This is an optimization exercise on Yosys and OpenROAD, whose aim is small area, a short achievable clock period and few clock cycles, not a production implementation. The RTL was checked by simulation tests, not by an equivalence proof against the original design. Power and IR drop assume default switching activity.

## cfc
module cfc (
    input  wire         clk,
    input  wire         rst,            
    input  wire         cmd_valid,
    output wire         cmd_ready,
    input  wire [7:0]   cmd_word,
    input  wire         cmd_fmt,        
    input  wire [31:0]  cmd_id,         
    input  wire         cmd_rtr,
    input  wire [3:0]   cmd_dlc,
    input  wire [3:0]   cmd_len,
    input  wire [63:0]  cmd_data,
    input  wire [7:0]   cmd_mode,       
    input  wire [103:0] cmd_image,      
    input  wire [7:0]   cmd_byte,       
    input  wire [31:0]  cmd_cls,        
    input  wire [7:0]   cmd_index,      
    output wire         rsp_valid,
    output wire [3:0]   rsp_result,
    output wire         rsp_frame_some,
    output wire         rsp_fmt,
    output wire [28:0]  rsp_id,
    output wire         rsp_rtr,
    output wire [3:0]   rsp_dlc,
    output reg  [63:0]  rsp_data,
    output wire [103:0] rsp_image,
    output reg  [12:0]  rsp_image_wr,
    output wire [11:0]  rsp_status,
    output wire [7:0]   rsp_mode,
    output wire         rsp_ecc_cap_some,
    output wire [7:0]   rsp_ecc_cap,
    output wire         rsp_alc_cap_some,
    output wire [7:0]   rsp_alc_cap,
    output wire [1:0]   rsp_ecc_errc,
    output wire         rsp_ecc_dir,
    output wire [4:0]   rsp_ecc_seg,
    output wire [4:0]   rsp_ecc_name,
    output wire [4:0]   rsp_alc_bitno,
    output wire [1:0]   rsp_alc_field,
    output wire [4:0]   rsp_alc_idbit,
    output wire [1:0]   rsp_cls,
    output wire [7:0]   rsp_byte,
    output wire         ev_valid,
    output reg  [1:0]   ev_kind,        
    output wire [11:0]  ev_status,
    output wire         ev_completed,
    output wire         cs,
    output wire         bus_req,
    output reg          bus_we,
    output reg  [6:0]   bus_addr,
    output reg  [7:0]   bus_wdata,
    input  wire         bus_ready,
    input  wire [7:0]   bus_rdata,
    input  wire         bus_noresp,
    output wire         reset_pulse
);
==> flow/config.mk <==
export PLATFORM = sky130hd
export DESIGN_NAME = cfc
export DESIGN_NICKNAME = cfc
export VERILOG_FILES = /design/flow/design.v
export SDC_FILE = /design/flow/constraint.sdc
export NUM_CORES = 4
export LEC_CHECK = 0
export ABC_AREA = 1
export CAP_MARGIN = 20
export CORE_MARGIN = 2
export CORE_UTILIZATION = 40
export PLACE_DENSITY = 0.8
export SETUP_SLACK_MARGIN = 5
export SLEW_MARGIN = 20
==> flow/constraint.sdc <==
create_clock -name core_clock -period 8.0 [get_ports {clk}]
set_input_delay 1.6000 -clock core_clock [delete_from_list [all_inputs] [get_ports {clk}]]
set_output_delay 1.6000 -clock core_clock [all_outputs]
set_load 0.01 [all_outputs]
standard.sh (not shown) runs the stock make flow with config.mk's settings and CLKGATE_MAP_FILE= SYNTH_SCRIPT=/design/flow/synth_recipe.tcl, a recipe that flattens the netlist after the stock synthesis.
==> flow/flow/run.sh <==
#!/bin/bash
# Layout flow: the standard flow (standard.sh, unchanged synthesis),
# with the port buffers made of sky130_fd_sc_hd__buf_2 cells.
set -o pipefail
export BUFFER_PORTS_ARGS="-buffer_cell sky130_fd_sc_hd__buf_2"
bash standard.sh > standard.log 2>&1
Testbench counts at the start, summed over its fixed seeds: cycles 93,800.
Rerun with:
Settings changed: CORE_UTILIZATION 40 to 35, PLACE_DENSITY 0.8 to not set.
Flip-flop and latch count stays the same.
Non-clock buffer count goes down by 5.
Utilization decreases by 6.6 points.
Synthesized area is unchanged.
Cell area is lower by 0.38%.
First-iteration DRC count rose by 16%.
Count of clock-buffer cells in the layout increases by 4.
Wire length is higher by about 1.2%.
Die area climbs by 14%.
Total power came out lower by 2.9%.
Hold slack got worse by 0.011 ns.
Rerun with:
Settings changed: CORE_UTILIZATION 35 to 40.
Final cell count decreases by 1.9%.
Total power goes up by 2.7%.
Synthesized cell count is unchanged.
Global-route usage grows by 4.8 points.
Count of clock-buffer cells in the layout is higher by 3.
Rerun with:
Settings changed: CTS_BUF_LIST set to sky130_fd_sc_hd__clkbuf_4 sky130_fd_sc_hd__clkbuf_8.
The new run ran to the end with no violations; routed wire length grows by about 0.9%; global-route usage rises by 0.17 points; cell area barely changes; hold slack loses 0.0044 ns.

==> static timing again, ports no longer ideal <==
Ports are ideal in the flow. The routed layouts listed here were re-timed in OpenROAD.
Step 1 assumes that a clkbuf_16 drives the clock port and a buf_2 every other input.
Step 2 also shifts input and output timing later by t, the mid clock arrival at the registers, as if the neighbouring blocks saw the same clock.
Three values: no drivers, after step 1, after step 2; two values: the first two.
run	t, ns	slack for setup (ns)	worst setup path after step 2
the first run	0.608	4.993 / 4.950 / 4.392	input to register
the second run	0.607	4.988 / 4.930 / 4.418	input to register
the third run	0.613	5.016 / 4.960 / 4.431	input to register
the fourth run	0.621	5.002 / 4.952 / 4.417	input to register
After both steps setup and hold are still met in every run listed. For the first run, which loses most, drivers alone change the setup slack by -0.043 ns; drivers and shift together by -0.601 ns.
